This is an optimization exercise on Yosys and OpenROAD, whose aim is small area, a short achievable clock period and few clock cycles per item, not a production implementation.
Only simulation tests tie the RTL to the original design; equivalence was not proved.

`design.v`:
```
module ice_gfmul (
    input  wire [7:0] a,
    input  wire [7:0] b,
    input  wire [8:0] m,
    output wire [7:0] p
);
    wire [7:0] sh [0:7];
    wire [7:0] acc [0:8];
    assign sh[0]  = a;
    assign acc[0] = 8'h00;
    genvar i;
    generate
        for (i = 1; i < 8; i = i + 1) begin : g_shift
            assign sh[i] = {sh[i-1][6:0], 1'b0} ^ (sh[i-1][7] ? m[7:0] : 8'h00);
        end
        for (i = 0; i < 8; i = i + 1) begin : g_acc
            assign acc[i+1] = acc[i] ^ (b[i] ? sh[i] : 8'h00);
        end
    endgenerate
    assign p = acc[8];
endmodule
module ice_perm32 (
    input  wire [31:0] x,
    output wire [31:0] y
);
    assign y[ 0] = x[ 0];  assign y[ 7] = x[ 1];  assign y[10] = x[ 2];  assign y[13] = x[ 3];
    assign y[19] = x[ 4];  assign y[21] = x[ 5];  assign y[24] = x[ 6];  assign y[30] = x[ 7];
    assign y[ 3] = x[ 8];  assign y[ 5] = x[ 9];  assign y[ 8] = x[10];  assign y[14] = x[11];
    assign y[16] = x[12];  assign y[23] = x[13];  assign y[26] = x[14];  assign y[29] = x[15];
    assign y[ 2] = x[16];  assign y[ 4] = x[17];  assign y[ 9] = x[18];  assign y[15] = x[19];
    assign y[17] = x[20];  assign y[22] = x[21];  assign y[27] = x[22];  assign y[28] = x[23];
    assign y[ 1] = x[24];  assign y[ 6] = x[25];  assign y[11] = x[26];  assign y[12] = x[27];
    assign y[18] = x[28];  assign y[20] = x[29];  assign y[25] = x[30];  assign y[31] = x[31];
endmodule
module ice_sbox #(
    parameter integer T = 0
) (
    input  wire [9:0]  idx,
    output wire [31:0] out
);
    wire [1:0] row = {idx[9], idx[0]};
    wire [7:0] col = idx[8:1];
    reg [7:0] xc;
    reg [8:0] md;
    always @(*) begin
        case ({T[1:0], row})
            4'h0: begin xc = 8'h83; md = 9'h14d; end
            4'h1: begin xc = 8'h85; md = 9'h139; end
            4'h2: begin xc = 8'h9b; md = 9'h1f9; end
            4'h3: begin xc = 8'hcd; md = 9'h171; end
            4'h4: begin xc = 8'hcc; md = 9'h17b; end
            4'h5: begin xc = 8'ha7; md = 9'h177; end
            4'h6: begin xc = 8'had; md = 9'h13f; end
            4'h7: begin xc = 8'h41; md = 9'h187; end
            4'h8: begin xc = 8'h4b; md = 9'h169; end
            4'h9: begin xc = 8'h2e; md = 9'h1bd; end
            4'ha: begin xc = 8'hd4; md = 9'h1c3; end
            4'hb: begin xc = 8'h33; md = 9'h18d; end
            4'hc: begin xc = 8'hea; md = 9'h18d; end
            4'hd: begin xc = 8'hcb; md = 9'h1a9; end
            4'he: begin xc = 8'h2e; md = 9'h18b; end
            default: begin xc = 8'h04; md = 9'h1f9; end
        endcase
    end
    wire [7:0] b1 = col ^ xc;
    wire [7:0] b2, b3, b6, b7;
    ice_gfmul u_m2 (.a(b1), .b(b1), .m(md), .p(b2));    
    ice_gfmul u_m3 (.a(b1), .b(b2), .m(md), .p(b3));    
    ice_gfmul u_m6 (.a(b3), .b(b3), .m(md), .p(b6));    
    ice_gfmul u_m7 (.a(b1), .b(b6), .m(md), .p(b7));    
    wire [31:0] lane = {24'h000000, b7} << (24 - 8 * T);
    ice_perm32 u_perm (.x(lane), .y(out));
endmodule
module ice_round (
    input  wire [31:0] p,
    input  wire [59:0] sk,
    output wire [31:0] f
);
    wire [19:0] sk0 = sk[59:40];
    wire [19:0] sk1 = sk[39:20];
    wire [19:0] sk2 = sk[19:0];
    wire [19:0] tl = {p[1:0], p[31:24], p[25:16]};
    wire [19:0] tr = {p[17:8], p[9:0]};
    wire [19:0] sw = sk2 & (tl ^ tr);
    wire [19:0] al = sw ^ tl ^ sk0;
    wire [19:0] ar = sw ^ tr ^ sk1;
    wire [31:0] s0, s1, s2, s3;
    ice_sbox #(.T(0)) u_s0 (.idx(al[19:10]), .out(s0));
    ice_sbox #(.T(1)) u_s1 (.idx(al[9:0]),   .out(s1));
    ice_sbox #(.T(2)) u_s2 (.idx(ar[19:10]), .out(s2));
    ice_sbox #(.T(3)) u_s3 (.idx(ar[9:0]),   .out(s3));
    assign f = s0 | s1 | s2 | s3;
endmodule
module ice_keystep (
    input  wire [63:0] kb,
    input  wire [1:0]  kr,
    output reg  [59:0] sk,
    output reg  [63:0] kb_next
);
    reg [15:0] w [0:3];
    reg [19:0] lane [0:2];
    reg        bit_k;
    integer j, k;
    always @(*) begin
        for (k = 0; k < 4; k = k + 1)
            w[k] = kb[16 * ((k + kr) % 4) +: 16];
        for (j = 0; j < 3; j = j + 1)
            lane[j] = 20'h00000;
        for (j = 0; j < 15; j = j + 1) begin
            for (k = 0; k < 4; k = k + 1) begin
                bit_k       = w[k][0];
                lane[j % 3] = {lane[j % 3][18:0], bit_k};
                w[k]        = {~bit_k, w[k][15:1]};
            end
        end
        sk = {lane[0], lane[1], lane[2]};
        kb_next = 64'h0;
        for (k = 0; k < 4; k = k + 1)
            kb_next[16 * ((k + kr) % 4) +: 16] = w[k];
    end
endmodule
module ice_core (
    input  wire        clk,
    input  wire        rst,         
    input  wire        key_load,    
    input  wire        key_thin,    
    input  wire [63:0] key,
    input  wire        start,       
    input  wire        decrypt,     
    input  wire [63:0] din,
    output wire        ready,
    output wire        done,
    output wire [63:0] dout
);
    localparam [1:0] S_IDLE = 2'd0, S_KEY = 2'd1, S_RUN = 2'd2, S_DONE = 2'd3;
    reg  [1:0]  state;
    reg  [3:0]  cnt;
    reg         thin;
    reg         dec;
    reg  [63:0] kb;
    reg  [59:0] sched [0:15];
    reg  [31:0] a, b;              
    reg [1:0] kr;
    always @(*) begin
        case (cnt)
            4'd0:  kr = 2'd0;  4'd1:  kr = 2'd1;  4'd2:  kr = 2'd2;  4'd3:  kr = 2'd3;
            4'd4:  kr = 2'd2;  4'd5:  kr = 2'd1;  4'd6:  kr = 2'd3;  4'd7:  kr = 2'd0;
            4'd8:  kr = 2'd1;  4'd9:  kr = 2'd3;  4'd10: kr = 2'd2;  4'd11: kr = 2'd0;
            4'd12: kr = 2'd3;  4'd13: kr = 2'd1;  4'd14: kr = 2'd0;  default: kr = 2'd2;
        endcase
    end
    wire [59:0] ks_sk;
    wire [63:0] ks_kb;
    ice_keystep u_keystep (.kb(kb), .kr(kr), .sk(ks_sk), .kb_next(ks_kb));
    wire [3:0]  last = thin ? 4'd7 : 4'd15;
    wire [3:0]  ridx = dec ? (last - cnt) : cnt;
    wire [31:0] f;
    ice_round u_round (.p(b), .sk(sched[ridx]), .f(f));
    assign ready = (state == S_IDLE) || (state == S_DONE);
    assign done  = (state == S_DONE);
    assign dout  = {b, a};
    always @(posedge clk) begin
        if (rst) begin
            state <= S_IDLE;
            cnt   <= 4'd0;
        end else begin
            case (state)
                S_IDLE, S_DONE: begin
                    if (key_load) begin
                        kb    <= key;
                        thin  <= key_thin;
                        cnt   <= 4'd0;
                        state <= S_KEY;
                    end else if (start) begin
                        a     <= din[63:32];
                        b     <= din[31:0];
                        dec   <= decrypt;
                        cnt   <= 4'd0;
                        state <= S_RUN;
                    end else begin
                        state <= S_IDLE;
                    end
                end
                S_KEY: begin
                    sched[cnt] <= ks_sk;
                    kb         <= ks_kb;
                    cnt        <= cnt + 4'd1;
                    if (cnt == last)
                        state <= S_IDLE;
                end
                default: begin  
                    a   <= b;
                    b   <= a ^ f;
                    cnt <= cnt + 4'd1;
                    if (cnt == last)
                        state <= S_DONE;
                end
            endcase
        end
    end
endmodule
```
`run.sh`:
```
#!/bin/bash
# synth_recipe.tcl (not shown) runs the flow's synth.tcl, then flattens the netlist and writes it again
# the make line also repeats each setting of config.mk as NAME=value (left out here)
make -C /OpenROAD-flow-scripts/flow DESIGN_CONFIG=/design/flow/config.mk WORK_HOME=/design/flow/orfs CLKGATE_MAP_FILE= SYNTH_SCRIPT=/design/flow/synth_recipe.tcl finish
```
`config.mk`:
```
export PLATFORM = sky130hd
export DESIGN_NAME = ice_core
export DESIGN_NICKNAME = ice_core
export VERILOG_FILES = /design/flow/design.v
export SDC_FILE = /design/flow/constraint.sdc
export NUM_CORES = 4
export LEC_CHECK = 0
export CAP_MARGIN = 20
export CORE_MARGIN = 2
export CORE_UTILIZATION = 40
export SLEW_MARGIN = 20
```
`constraint.sdc`:
```
create_clock -name core_clock -period 14.0 [get_ports {clk}]
set_input_delay 2.8000 -clock core_clock [delete_from_list [all_inputs] [get_ports {clk}]]
set_output_delay 2.8000 -clock core_clock [all_outputs]
set_load 0.01 [all_outputs]
```
==> flow_summary.json <==
{
  "outcome": "finished clean",
  "insertion_delay_ns": 0.77,
  "hold_viol_final": 0,
  "syn_nets": 7800,
  "clock_skew_ns": 0.07468,
  "crit_arrival_ns": 13.87,
  "core_area_um2": 208900,
  "synth_edf_count": 1090,
  "fin_crit_ns": 13.42,
  "grt_overflow": 0,
  "cpPeakStageDelay_ns": 0.68,
  "dieArea_um2": 213300,
  "cts_buffer_depth": 3,
  "whs_ns": 0.6381,
  "avgSynthCellArea_um2": 10.99,
  "avgViaCountPerCell": 6.373,
  "antenna_found_initial": 10,
  "num_vias": 68200,
  "setup_violations": 0,
  "synth_largest_area_cell": "edfxtp_1",
  "slew_violations": 0,
  "nets": 7968,
  "chipWidth_um": 461.9,
  "ys_async_sr_fraction": 0,
  "ys_types": 131,
  "rows": 168,
  "fill_cells": 19270,
  "num_io_pins": 200,
  "worstSetupEndpointType": "register",
  "worstPathMaxFanout": 33,
  "ctsHoldBuffers": 0,
  "crit_path_top_delay_cell": "a311oi_1",
  "ys_seq_area_frac": 0.3922,
  "post-synth-top-count-cell": "edfxtp_1",
  "grt_pass1_vias": 64500,
  "wl_per_cell_um": 27.85,
  "hpwl_mm": 204.5,
  "initial_utilization": 0.4014,
  "syn_inst": 7630,
  "grt.total_usage": 0.2715,
  "fp.dieH_um": 461.9,
  "synthesis.area_um2": 83870,
  "synth_ff_type": "edfxtp_1",
  "start_kind": "register",
  "hold_path.class": "reg2reg",
  "max_slew.worst_pin.slew_ns": 1.143,
  "portBuffers": 199,
  "area_growth_pct": 12.17,
  "cts_tree": "yes",
  "ctsRootBufferMaster": "clkbuf_16",
  "crit_type": "reg2reg",
  "routed_wl_mm": 298.0,
  "drive_gt1_frac": 0.1734,
  "synth_warnings": 9,
  "gp_congestion": 0.9679,
  "cts_htree_levels": 3,
  "firstDrtPassIters": 8,
  "finalCritPeriodShare": 0.9587,
  "remaining_drc_errors": 0,
  "yosys-top-cells-count": "edfxtp_1, nor2_1, xnor2_1",
  "ant_nets": 0,
  "crit_path_frequent_cell": "xnor2_1",
  "maxSlewHeadroom": 0.2162,
  "critPathRequiredTime_ns": 14.45,
  "cts.sink_count": 1098,
  "grt_pass1_wl_mm": 435.5,
  "cts_inserted_buffers": 116,
  "synth_top_area_frac": 0.3903,
  "grt_max_degree": 150,
  "drt_iter0_markers": 8980,
  "fmax_mhz": 74.50,
  "maxCapViolations": 0,
  "synth_area_leaders": "edfxtp_1, mux4_2, xnor2_1",
  "clk_pin_slew_ns": 0.06,
  "synth-seq-cells": 1098
}
[state kept, by name (all words and copies together) (netlist names)]
signal        cells
sched           960
u_keystep.kr      2
kb               64
dec               1
a                32
state             2
b                32
cnt               4
thin              1
[logic make-up (layout without fill, tap and decap cells)]
kind of cell,after synthesis,after routing,synth area share
xor gates and xnor gates,1261,1261,0.1602
other,0,2,0
adders and majority gates,36,36,0.005371
muxes,608,608,0.1339
buffers and inverters,644,908,0.04040
AOI/OAI and AO/OA,1807,1807,0.1499
DFF,1098,1098,0.3922
and+or+nand+nor,2176,2176,0.1180
[metal layers]
layer | global-route usage | vias to the layer above | routed length (um)
li1 | - | 29510 | -
met5 | 0 | - | 36
met3 | 0.04548 | 606 | 29930
met2 | 0.4239 | 4016 | 134200
met4 | 0.08909 | 6 | 10880
met1 | 0.3833 | 34060 | 122900
[worst paths after layout]
check / cells past startpoint / start / slack (ns) / end
min: 2 / state[1] / 0.64 / state[1]
max reg2reg: 50 / dec / 0.58 / b[27]
max: 50 / dec / 0.58 / b[27]
min reg2reg: 2 / state[1] / 0.64 / state[1]
[through the flow]
stage                     std cells  worst slack [ns]  utilization  setup TNS (ns)  instance area [um2]
final                         10700            0.5780       0.4502               0                94070
after global routing          10700         -0.009763       0.4502        -0.01037                94070
after CTS                     10690           0.03398       0.4482               0                93650
after detailed placement      10470           -0.1016       0.4297         -0.2016                89780
after global placement        10470           -0.2767       0.4296         -0.8805                89770
after floorplan                7630          0.007495            -               0                83870
[critical path, delay by kind of cell, from the launching register on]
kind	cells	cell delay (ns)
XOR/XNOR	13	3.42
AO/OA/AOI/OAI	14	3.41
buffers and inverters	11	2.01
AND/OR/NAND/NOR	6	1.65
multiplexers	3	1.28
adder cells (fa/ha/maj)	3	0.78
flip-flops	1	0.50
[placed cells by master (no fill, tap or decap), types with 199 or more instances in the layout]
cell,Yosys,routed
nand2_1,536,536
edfxtp_1,1090,1090
clkdlybuf4s50_1,0,199
buf_4,56,405
nor2_1,909,902
a21oi_1,406,404
xor2_1,225,214
o21ai_0,248,247
mux4_2,398,398
xnor2_1,843,815
[area by class of cell]
type | count | area [um2] | area share
Timing Repair Buffer | 618 | 5290 | 0.05623
Clock inverter | 80 | 878.3 | 0.009337
Clock buffer | 134 | 2970 | 0.03158
Multi-Input combinational cell | 5888 | 48210 | 0.5125
Inverter | 76 | 302.8 | 0.003219
Antenna cell | 2 | 5.005 | 0.00005320
Sequential cell | 1098 | 32910 | 0.3498
Tap cell | 2805 | 3510 | 0.03731
[repair_timing]
item	4_1_cts	5_1_grt
resized for setup	2	44
endpoints found under the setup margin	8	25
pin swaps	1	5
setup buffers	2	12
Testbench counts, summed over its fixed seeds: cycles 12,000, blocks 768.

[separate check: timing with driven ports]
The flow's constraints put no driver on any port. The routed layout listed below was extracted and timed again, unchanged, in two steps.
Step 1, drivers: a clkbuf_16 drives clk and a buf_2 each remaining input, both assumed.
Step 2 also shifts input and output timing later by t, the mid clock arrival at the registers, as if the neighbouring blocks saw the same clock.
Slacks: ideal / step 1 / step 2; pairs: ideal / step 1.
shift t [ns]: 0.818
slack for setup (ns): 0.578 / 0.578 / 0.578
worst hold slack (ns): 0.638 / 0.638 / 0.638
latest minus earliest clock arrival (ns): 0.076 / 0.076
After both steps setup and hold are still met in this run. The setup slack of this run moves by 0.000 ns with the drivers and by 0.000 ns with both steps.
